Context: an optimization exercise on an open-source flow, tuned for small area, a short achievable clock period and few clock cycles. The choices shown serve that exercise and are no tape-out recipe. In this exercise RTL edits were held to simulation tests only and were not proved equivalent to the original. Power is estimated from default activity; no workload was simulated.

`flow/run.sh`:
```
#!/bin/bash
# synth_recipe.tcl (not shown) runs the flow's synth.tcl, then flattens the netlist and writes it again
# the make line also repeats each setting of config.mk as NAME=value (left out here)
make -C /OpenROAD-flow-scripts/flow DESIGN_CONFIG=/design/flow/config.mk WORK_HOME=/design/flow/orfs CLKGATE_MAP_FILE= SYNTH_SCRIPT=/design/flow/synth_recipe.tcl finish
```
`flow/config.mk`:
```
export PLATFORM = sky130hd
export DESIGN_NAME = crypto_modarith
export DESIGN_NICKNAME = crypto_modarith
export VERILOG_FILES = /design/flow/design.v
export SDC_FILE = /design/flow/constraint.sdc
export NUM_CORES = 4
export LEC_CHECK = 0
export CAP_MARGIN = 20
export CORE_MARGIN = 2
export CORE_UTILIZATION = 40
export PLACE_DENSITY = 0.6
export SLEW_MARGIN = 20
```
`flow/constraint.sdc`:
```
create_clock -name core_clock -period 15.0 [get_ports {clk}]
set_input_delay 3.0000 -clock core_clock [delete_from_list [all_inputs] [get_ports {clk}]]
set_output_delay 3.0000 -clock core_clock [all_outputs]
set_load 0.01 [all_outputs]
```
`flow/design.v`:
```
module cm_divu64 (
    input  wire        clk,
    input  wire        rst,
    input  wire        start,
    input  wire [63:0] dividend,
    input  wire [31:0] divisor,
    output reg         done,
    output reg  [63:0] quot,
    output reg  [31:0] rem
);
    reg  [6:0]  cnt;
    reg  [31:0] dsr;
    wire [32:0] shifted = {rem, quot[63]};
    wire        fits    = shifted >= {1'b0, dsr};
    wire [32:0] diff    = shifted - {1'b0, dsr};
    always @(posedge clk) begin
        if (rst) begin
            cnt  <= 7'd0;
            done <= 1'b0;
            quot <= 64'd0;
            rem  <= 32'd0;
            dsr  <= 32'd0;
        end else if (start) begin
            quot <= dividend;
            rem  <= 32'd0;
            dsr  <= divisor;
            cnt  <= 7'd64;
            done <= 1'b0;
        end else if (cnt != 7'd0) begin
            rem  <= fits ? diff[31:0] : shifted[31:0];
            quot <= {quot[62:0], fits};
            cnt  <= cnt - 7'd1;
            done <= (cnt == 7'd1);
        end else begin
            done <= 1'b0;
        end
    end
endmodule
module crypto_modarith (
    input  wire        clk,
    input  wire        rst,
    input  wire        start,
    input  wire [31:0] cmd,
    input  wire [31:0] op0,
    input  wire [31:0] op1,
    input  wire [31:0] op2,
    output reg         busy,
    output reg         done,
    output reg  [7:0]  err,
    output reg  [31:0] res0,
    output reg  [31:0] res1,
    output reg  [31:0] res2
);
    localparam [31:0] CMD_MODINV = 32'h0000_0001;
    localparam [31:0] CMD_MODPOW = 32'h0000_0002;
    localparam [31:0] CMD_KEYGEN = 32'h0000_0009;
    localparam [7:0] E_OK          = 8'h00;
    localparam [7:0] E_NONINV_EXP  = 8'h03;
    localparam [7:0] E_NONINV      = 8'h04;
    localparam [7:0] E_BAD_MODULUS = 8'h05;
    localparam [7:0] E_NEG_EXP     = 8'h06;
    localparam [7:0] E_RANGE       = 8'h09;
    localparam [7:0] E_ILLEGAL     = 8'h0A;
    localparam [4:0] S_IDLE      = 5'd0,
                     S_DECODE    = 5'd1,
                     S_KG_N      = 5'd2,
                     S_KG_PHI    = 5'd3,
                     S_KG_CHK    = 5'd4,
                     S_MI_NORM_L = 5'd5,
                     S_MI_NORM_W = 5'd6,
                     S_MI_LOOP   = 5'd7,
                     S_MI_DIV_W  = 5'd8,
                     S_MI_FIN    = 5'd9,
                     S_MP_NORM_L = 5'd10,
                     S_MP_NORM_W = 5'd11,
                     S_MP_LOOP   = 5'd12,
                     S_MP_MUL_W  = 5'd13,
                     S_MP_SQ_L   = 5'd14,
                     S_MP_SQ_W   = 5'd15;
    reg  [4:0]  state;
    reg  [31:0] cmd_r;
    reg  [31:0] a_r, b_r, c_r;    
    reg  [31:0] mi_a;             
    reg  [31:0] mi_m;             
    reg  [31:0] r0, r1;           
    reg  [32:0] x0, x1;           
    reg  [31:0] mp_b;             
    reg  [31:0] mp_r;             
    reg  [31:0] mp_e;             
    reg  [31:0] kg_n, kg_phi;
    reg  signed [32:0] mul_a, mul_b;
    wire signed [65:0] prod = mul_a * mul_b;
    reg         div_start;
    reg  [63:0] div_dividend;
    reg  [31:0] div_divisor;
    wire        div_done;
    wire [63:0] div_quot;
    wire [31:0] div_rem;
    cm_divu64 u_div (
        .clk      (clk),
        .rst      (rst),
        .start    (div_start),
        .dividend (div_dividend),
        .divisor  (div_divisor),
        .done     (div_done),
        .quot     (div_quot),
        .rem      (div_rem)
    );
    function [31:0] abs32;
        input [31:0] v;
        abs32 = v[31] ? (~v + 32'd1) : v;
    endfunction
    function [31:0] fix_mod;
        input        neg;
        input [31:0] r;
        input [31:0] m;
        fix_mod = (neg && r != 32'd0) ? (m - r) : r;
    endfunction
    function fits32;
        input [65:0] v;
        fits32 = (v[65:31] == {35{1'b0}}) || (v[65:31] == {35{1'b1}});
    endfunction
    always @(*) begin
        mul_a        = 33'sd0;
        mul_b        = 33'sd0;
        div_start    = 1'b0;
        div_dividend = 64'd0;
        div_divisor  = mi_m;
        case (state)
            S_KG_N: begin
                mul_a = {a_r[31], a_r};
                mul_b = {b_r[31], b_r};
            end
            S_KG_PHI: begin
                mul_a = {a_r[31], a_r} - 33'sd1;
                mul_b = {b_r[31], b_r} - 33'sd1;
            end
            S_MI_NORM_L: begin
                div_start    = 1'b1;
                div_dividend = {32'd0, abs32(mi_a)};
                div_divisor  = mi_m;
            end
            S_MI_LOOP: begin
                div_start    = (r1 != 32'd0);
                div_dividend = {32'd0, r0};
                div_divisor  = r1;
            end
            S_MI_DIV_W: begin
                mul_a = {1'b0, div_quot[31:0]};
                mul_b = x1;
            end
            S_MP_NORM_L: begin
                div_start    = 1'b1;
                div_dividend = {32'd0, abs32(a_r)};
                div_divisor  = c_r;
            end
            S_MP_LOOP: begin
                div_start    = (mp_e != 32'd0) && mp_e[0];
                mul_a        = {1'b0, mp_r};
                mul_b        = {1'b0, mp_b};
                div_dividend = prod[63:0];
                div_divisor  = c_r;
            end
            S_MP_SQ_L: begin
                div_start    = 1'b1;
                mul_a        = {1'b0, mp_b};
                mul_b        = {1'b0, mp_b};
                div_dividend = prod[63:0];
                div_divisor  = c_r;
            end
            default: ;
        endcase
    end
    wire [32:0] x_next = x0 - prod[32:0];
    wire [31:0] mi_result = x0[32] ? (x0[31:0] + mi_m) : x0[31:0];
    always @(posedge clk) begin
        if (rst) begin
            state  <= S_IDLE;
            busy   <= 1'b0;
            done   <= 1'b0;
            err    <= E_OK;
            res0   <= 32'd0;
            res1   <= 32'd0;
            res2   <= 32'd0;
            cmd_r  <= 32'd0;
            a_r    <= 32'd0;
            b_r    <= 32'd0;
            c_r    <= 32'd0;
            mi_a   <= 32'd0;
            mi_m   <= 32'd1;
            r0     <= 32'd0;
            r1     <= 32'd0;
            x0     <= 33'd0;
            x1     <= 33'd0;
            mp_b   <= 32'd0;
            mp_r   <= 32'd0;
            mp_e   <= 32'd0;
            kg_n   <= 32'd0;
            kg_phi <= 32'd0;
        end else begin
            case (state)
                S_IDLE: begin
                    if (start) begin
                        cmd_r <= cmd;
                        a_r   <= op0;
                        b_r   <= op1;
                        c_r   <= op2;
                        busy  <= 1'b1;
                        done  <= 1'b0;
                        state <= S_DECODE;
                    end
                end
                S_DECODE: begin
                    case (cmd_r)
                        CMD_MODINV: begin
                            if ($signed(b_r) <= 0) begin
                                err   <= E_BAD_MODULUS;
                                busy  <= 1'b0;
                                done  <= 1'b1;
                                state <= S_IDLE;
                            end else begin
                                mi_a  <= a_r;
                                mi_m  <= b_r;
                                state <= S_MI_NORM_L;
                            end
                        end
                        CMD_MODPOW: begin
                            if ($signed(c_r) <= 0) begin
                                err   <= E_BAD_MODULUS;
                                busy  <= 1'b0;
                                done  <= 1'b1;
                                state <= S_IDLE;
                            end else if (b_r[31]) begin
                                err   <= E_NEG_EXP;
                                busy  <= 1'b0;
                                done  <= 1'b1;
                                state <= S_IDLE;
                            end else begin
                                state <= S_MP_NORM_L;
                            end
                        end
                        CMD_KEYGEN: begin
                            state <= S_KG_N;
                        end
                        default: begin
                            err   <= E_ILLEGAL;
                            busy  <= 1'b0;
                            done  <= 1'b1;
                            state <= S_IDLE;
                        end
                    endcase
                end
                S_KG_N: begin
                    kg_n  <= prod[31:0];
                    if (!fits32(prod)) begin
                        err   <= E_RANGE;
                        busy  <= 1'b0;
                        done  <= 1'b1;
                        state <= S_IDLE;
                    end else begin
                        state <= S_KG_PHI;
                    end
                end
                S_KG_PHI: begin
                    kg_phi <= prod[31:0];
                    if (!fits32(prod)) begin
                        err   <= E_RANGE;
                        busy  <= 1'b0;
                        done  <= 1'b1;
                        state <= S_IDLE;
                    end else begin
                        state <= S_KG_CHK;
                    end
                end
                S_KG_CHK: begin
                    if ($signed(kg_phi) < 1) begin
                        err   <= E_BAD_MODULUS;
                        busy  <= 1'b0;
                        done  <= 1'b1;
                        state <= S_IDLE;
                    end else begin
                        mi_a  <= c_r;
                        mi_m  <= kg_phi;
                        state <= S_MI_NORM_L;
                    end
                end
                S_MI_NORM_L: begin
                    state <= S_MI_NORM_W;
                end
                S_MI_NORM_W: begin
                    if (div_done) begin
                        r0    <= fix_mod(mi_a[31], div_rem, mi_m);
                        r1    <= mi_m;
                        x0    <= 33'd1;
                        x1    <= 33'd0;
                        state <= S_MI_LOOP;
                    end
                end
                S_MI_LOOP: begin
                    if (r1 == 32'd0)
                        state <= S_MI_FIN;
                    else
                        state <= S_MI_DIV_W;
                end
                S_MI_DIV_W: begin
                    if (div_done) begin
                        r0    <= r1;
                        r1    <= div_rem;
                        x0    <= x1;
                        x1    <= x_next;
                        state <= S_MI_LOOP;
                    end
                end
                S_MI_FIN: begin
                    busy  <= 1'b0;
                    done  <= 1'b1;
                    state <= S_IDLE;
                    if (r0 != 32'd1) begin
                        err <= (cmd_r == CMD_MODINV) ? E_NONINV : E_NONINV_EXP;
                    end else begin
                        err <= E_OK;
                        if (cmd_r == CMD_MODINV) begin
                            res0 <= mi_result;
                        end else begin
                            res0 <= kg_n;
                            res1 <= mi_result;
                            res2 <= kg_phi;
                        end
                    end
                end
                S_MP_NORM_L: begin
                    state <= S_MP_NORM_W;
                end
                S_MP_NORM_W: begin
                    if (div_done) begin
                        mp_b  <= fix_mod(a_r[31], div_rem, c_r);
                        mp_r  <= (c_r == 32'd1) ? 32'd0 : 32'd1;
                        mp_e  <= b_r;
                        state <= S_MP_LOOP;
                    end
                end
                S_MP_LOOP: begin
                    if (mp_e == 32'd0) begin
                        err   <= E_OK;
                        res0  <= mp_r;
                        busy  <= 1'b0;
                        done  <= 1'b1;
                        state <= S_IDLE;
                    end else if (mp_e[0]) begin
                        state <= S_MP_MUL_W;
                    end else begin
                        state <= S_MP_SQ_L;
                    end
                end
                S_MP_MUL_W: begin
                    if (div_done) begin
                        mp_r  <= div_rem;
                        state <= S_MP_SQ_L;
                    end
                end
                S_MP_SQ_L: begin
                    state <= S_MP_SQ_W;
                end
                S_MP_SQ_W: begin
                    if (div_done) begin
                        mp_b  <= div_rem;
                        mp_e  <= {1'b0, mp_e[31:1]};
                        state <= S_MP_LOOP;
                    end
                end
                default: state <= S_IDLE;
            endcase
        end
    end
endmodule
```
==> run summary <==
power groups by stage:
stage / Clock (uW) / Sequential (uW) / Combinational (uW)
after floorplan: 0 / 2290 / 3070
after global placement: 0 / 2480 / 4640
after detailed placement: 0 / 2490 / 4680
after CTS: 2160 / 2440 / 4710
after global routing: 2240 / 2470 / 5190
final: 2150 / 2460 / 4880
worst max path at each step:
stage	end	slack [ns]	start
detailed placement	state[0]$_SDFFE_PP0P_	1.74	a_r[10]$_SDFFE_PP0P_
global route	state[0]$_SDFFE_PP0P_	0.93	a_r[10]$_SDFFE_PP0P_
global placement	state[0]$_SDFFE_PP0P_	1.54	b_r[17]$_SDFFE_PP0P_
CTS	err[3]$_SDFFE_PP0P_	1.62	a_r[10]$_SDFFE_PP0P_
floorplan	err[3]$_SDFFE_PP0P_	3.20	a_r[2]$_SDFFE_PP0P_
finish	err[3]$_SDFFE_PP0P_	1.43	a_r[10]$_SDFFE_PP0P_
per-stage QoR:
step | total power, uW | util, %
after floorplan | 5360 | -
after global placement | 7120 | 42.8
after detailed placement | 7170 | 42.8
after CTS | 9310 | 44.2
after global routing | 9890 | 44.3
final | 9500 | 44.3
tightest hold or removal path: stages, from the launching register on:
cell	delay [ns]
dfxtp_1	0.30
nand2_1	0.05
a21oi_1	0.05
cell usage after synthesis, drive strengths merged (145+ instances only):
| library cell | n | area [um2] |
|---|---|---|
| nand2 | 1800 | 6760 |
| ha | 380 | 4750 |
| nor2 | 1021 | 3830 |
| a311oi | 176 | 1550 |
| clkbuf | 613 | 2300 |
| xnor2 | 187 | 1650 |
| o21ai | 233 | 1170 |
| inv | 1130 | 4240 |
| a211oi | 145 | 1110 |
| dfxtp | 724 | 14500 |
| fa | 1150 | 23000 |
| a21oi | 635 | 3190 |
area by class of cell:
type / instances / area share, %
Multi-Input combinational cell: 7293 / 67.0
Sequential cell: 724 / 16.4
Timing Repair Buffer: 483 / 4.83
Inverter: 1130 / 4.81
Tap cell: 2656 / 3.77
Clock buffer: 101 / 2.52
Clock inverter: 47 / 0.596
Antenna cell: 22 / 0.0625
layer usage:
metal	vias up	GRT usage, %	part of all wire [%]
met5	-	0	0.051
met4	26	20.8	7.2
met3	952	9.18	11
met2	4364	51.8	42
met1	37800	47.3	39
li1	32100	-	-
kinds of logic after synthesis:
| logic type | Yosys count |
|---|---|
| simple gates | 3495 |
| other cells | 1 |
| flops | 724 |
| xor+xnor | 296 |
| fa+ha+maj | 1530 |
| mux | 48 |
| compound gates | 1920 |
| buf+inv | 1799 |
cell usage in the layout, fill, tap and decap left out, types with 44 or more instances in the layout:
master           count
nand2_1           1794
fa_1              1149
inv_1             1129
nor2_1            1009
dfxtp_1            724
a21oi_1            631
ha_1               380
buf_4              245
clkdlybuf4s50_1    231
o21ai_0            206
xnor2_1            175
a311oi_1           174
a211oi_1           141
xor2_1             109
nor3_1             105
a21o_1             101
a22oi_1            100
nand3_1             99
nor4_1              91
o211ai_1            88
clkbuf_16           81
and2_1              67
nand4_1             54
nand2b_1            48
a222oi_1            46
o21a_1              46
mux2i_1             44
==> flow_metrics.env <==
export IMPL_synthXorXnorAreaFrac_pct=3.26
export IMPL_postCtsSetupBuffers=0
export IMPL_clockPowerShare_pct=22.7
export IMPL_rsz0062_at_grt="no"
export IMPL_cp_start_kind="flop"
export IMPL_gp_congestion=1.09
export IMPL_cts_buffers=80
export IMPL_via_count=75300
export IMPL_r2r_cells=35
export IMPL_multi_input_area_um2=59000
export IMPL_grt_pass1_wl_um=524000
export IMPL_hpwlAfterDp_um=293000
export IMPL_gr_total_overflow=0
export IMPL_power_density_nw_per_um2=108
export IMPL_worstMarginPinSlew_ns=1.32
export IMPL_critical_path_buf_inv_count=5
export IMPL_fmax_ghz=0.0737
export IMPL_ys_ff_latch=724
export IMPL_drt_iter0_drc=10100
export IMPL_final_design_area_no_fill_um2=88100
export IMPL_p_leak_uw=0.0320
export IMPL_yosysSeqAreaShare_pct=18.1
export IMPL_cp_top_family="adder cells"
export IMPL_hold_buffers=0
export IMPL_power_internal_uw=4870
export IMPL_min_to="cmd_r[26]$_SDFFE_PP0P_"
export IMPL_async_reset_ff_share_pct=0
export IMPL_power_frac_seq_pct=25.9
export IMPL_required_ns=15.59
export IMPL_synth_adder_area_share_pct=34.8
export IMPL_start_util_pct=40.1
export IMPL_synth_top_family_by_area="adder cells"
export IMPL_critPathSlowestCell="a2111oi_1"
export IMPL_core_um2=199000
export IMPL_cts_resized=0
export IMPL_routedWlPerCell_um=29.4
export IMPL_cp_num_cells=35
export IMPL_pre_cts_ws_ns=1.74
export IMPL_setup_viol=0
export IMPL_fin_crit_ns=13.57
export IMPL_worst_hold_slack_ns=0.450
export IMPL_cts_htree_levels=3
export IMPL_register_area_um2=14500
export IMPL_cp_data_arrival_time_ns=14.16
export IMPL_portBuffers=232
export IMPL_status="timing/DRC/antenna clean"
export IMPL_cts_sinks=724
export IMPL_relSlewSlack_pct=11.7
export IMPL_root_buffer="clkbuf_16"
export IMPL_largest_reg_flops=64
export IMPL_irDropWorstVdd_v=0.0000984
export IMPL_drv_slew=0
export IMPL_fin_cells=12500
export IMPL_hold_path_class="flop to flop"
export IMPL_comb_power_share_pct=51.4
export IMPL_dieArea_um2=203000
export IMPL_row_count=164
export IMPL_path_class="flop to flop"
export IMPL_ant_nets=0
export IMPL_netSwitchingFraction_pct=48.7
export IMPL_die_w_um=451
export IMPL_r2r_slack_ns=1.43
export IMPL_ys_types=105
export IMPL_ys_flop_type="dfxtp_1"
export IMPL_dp_cells=12300
export IMPL_yosysWarningCount=2
export IMPL_layout_worst_path_cycle_share_pct=90.5
export IMPL_synth_compound_area_share_pct=16.3
export IMPL_drv_cap=0
export IMPL_synth_simple_area_share_pct=18.4
export IMPL_synth_edf_count=0
export IMPL_slowest_delay_ns=0.85
export IMPL_p_sw_uw=4630
export IMPL_tns_ns=0
export IMPL_top_register="u_div.quot"
export IMPL_fill_cells=20000
export IMPL_timing_rr_start="a_r[10]$_SDFFE_PP0P_"
export IMPL_antenna_found_initial=52
export IMPL_die_height_um=451
export IMPL_gr_usage_all_layers_pct=35.5
export IMPL_syn_area_um2=79900
export IMPL_grt_max_degree=158
export IMPL_io_pins=237
export IMPL_skew_ns=0.0595
export IMPL_clkTransAtPathRegs_ns=0.07
export IMPL_cts_buffer_depth=3
export IMPL_drc=0
export IMPL_synth_mux_area_share_pct=0.608
export IMPL_cts_tree="yes"
export IMPL_placed_area_um2=85300
export IMPL_synth_area_per_cell_um2=8.14
export IMPL_grt_pass1_vias=73000
export IMPL_syn_inst=9813
export IMPL_viasPerCell=6.04
export IMPL_clk_insertion_delay_late_ns=0.73
export IMPL_min_from="cmd_r[26]$_SDFFE_PP0P_"
export IMPL_crit_top_cell="fa_1"
export IMPL_critPathCaptureType="flop"
export IMPL_drtPass1Iterations=7
export IMPL_reg2reg_to="err[3]$_SDFFE_PP0P_"
export IMPL_syn2layout_area_growth_pct=10.3
export IMPL_whs_path_depth=2
export IMPL_reg_top3="u_div.quot x64, x0 x33, x1 x33"
export IMPL_wl_um=366000
export IMPL_cp_max_fo=21
export IMPL_finalWorstSetupSlack_ns=1.43
export IMPL_drive_above_1_share_pct=5.33
export IMPL_final_nets=11400
export IMPL_hold_viol=0
Testbench counts, summed over its fixed seeds: cycles 389,266.

## static timing again, ports no longer ideal
The flow's constraints put no driver on any port. The routed layout listed below was extracted and timed again, unchanged, in two steps.
Step 1 sets driving cells, clkbuf_16 on the clock port and buf_2 on the other inputs (assumed; they add their load-dependent delay and slew).
Step 2, shift: input delay + t, output delay - t, t = (earliest + latest rising clock arrival at the registers) / 2. This alone moves slack from input paths to output paths.
Three values: ideal, step 1, step 2; two values: the first two.
t (ns): 0.774
setup slack, ns: 1.427 / 1.427 / 1.427
hold slack, ns: 0.450 / 0.450 / 0.450
worst setup path after step 2: register to register
worst data-port slew with drivers (ns): 0.29
After both steps this run still meets setup and hold. For this run, drivers alone change the setup slack by 0.000 ns; drivers and shift together by 0.000 ns.
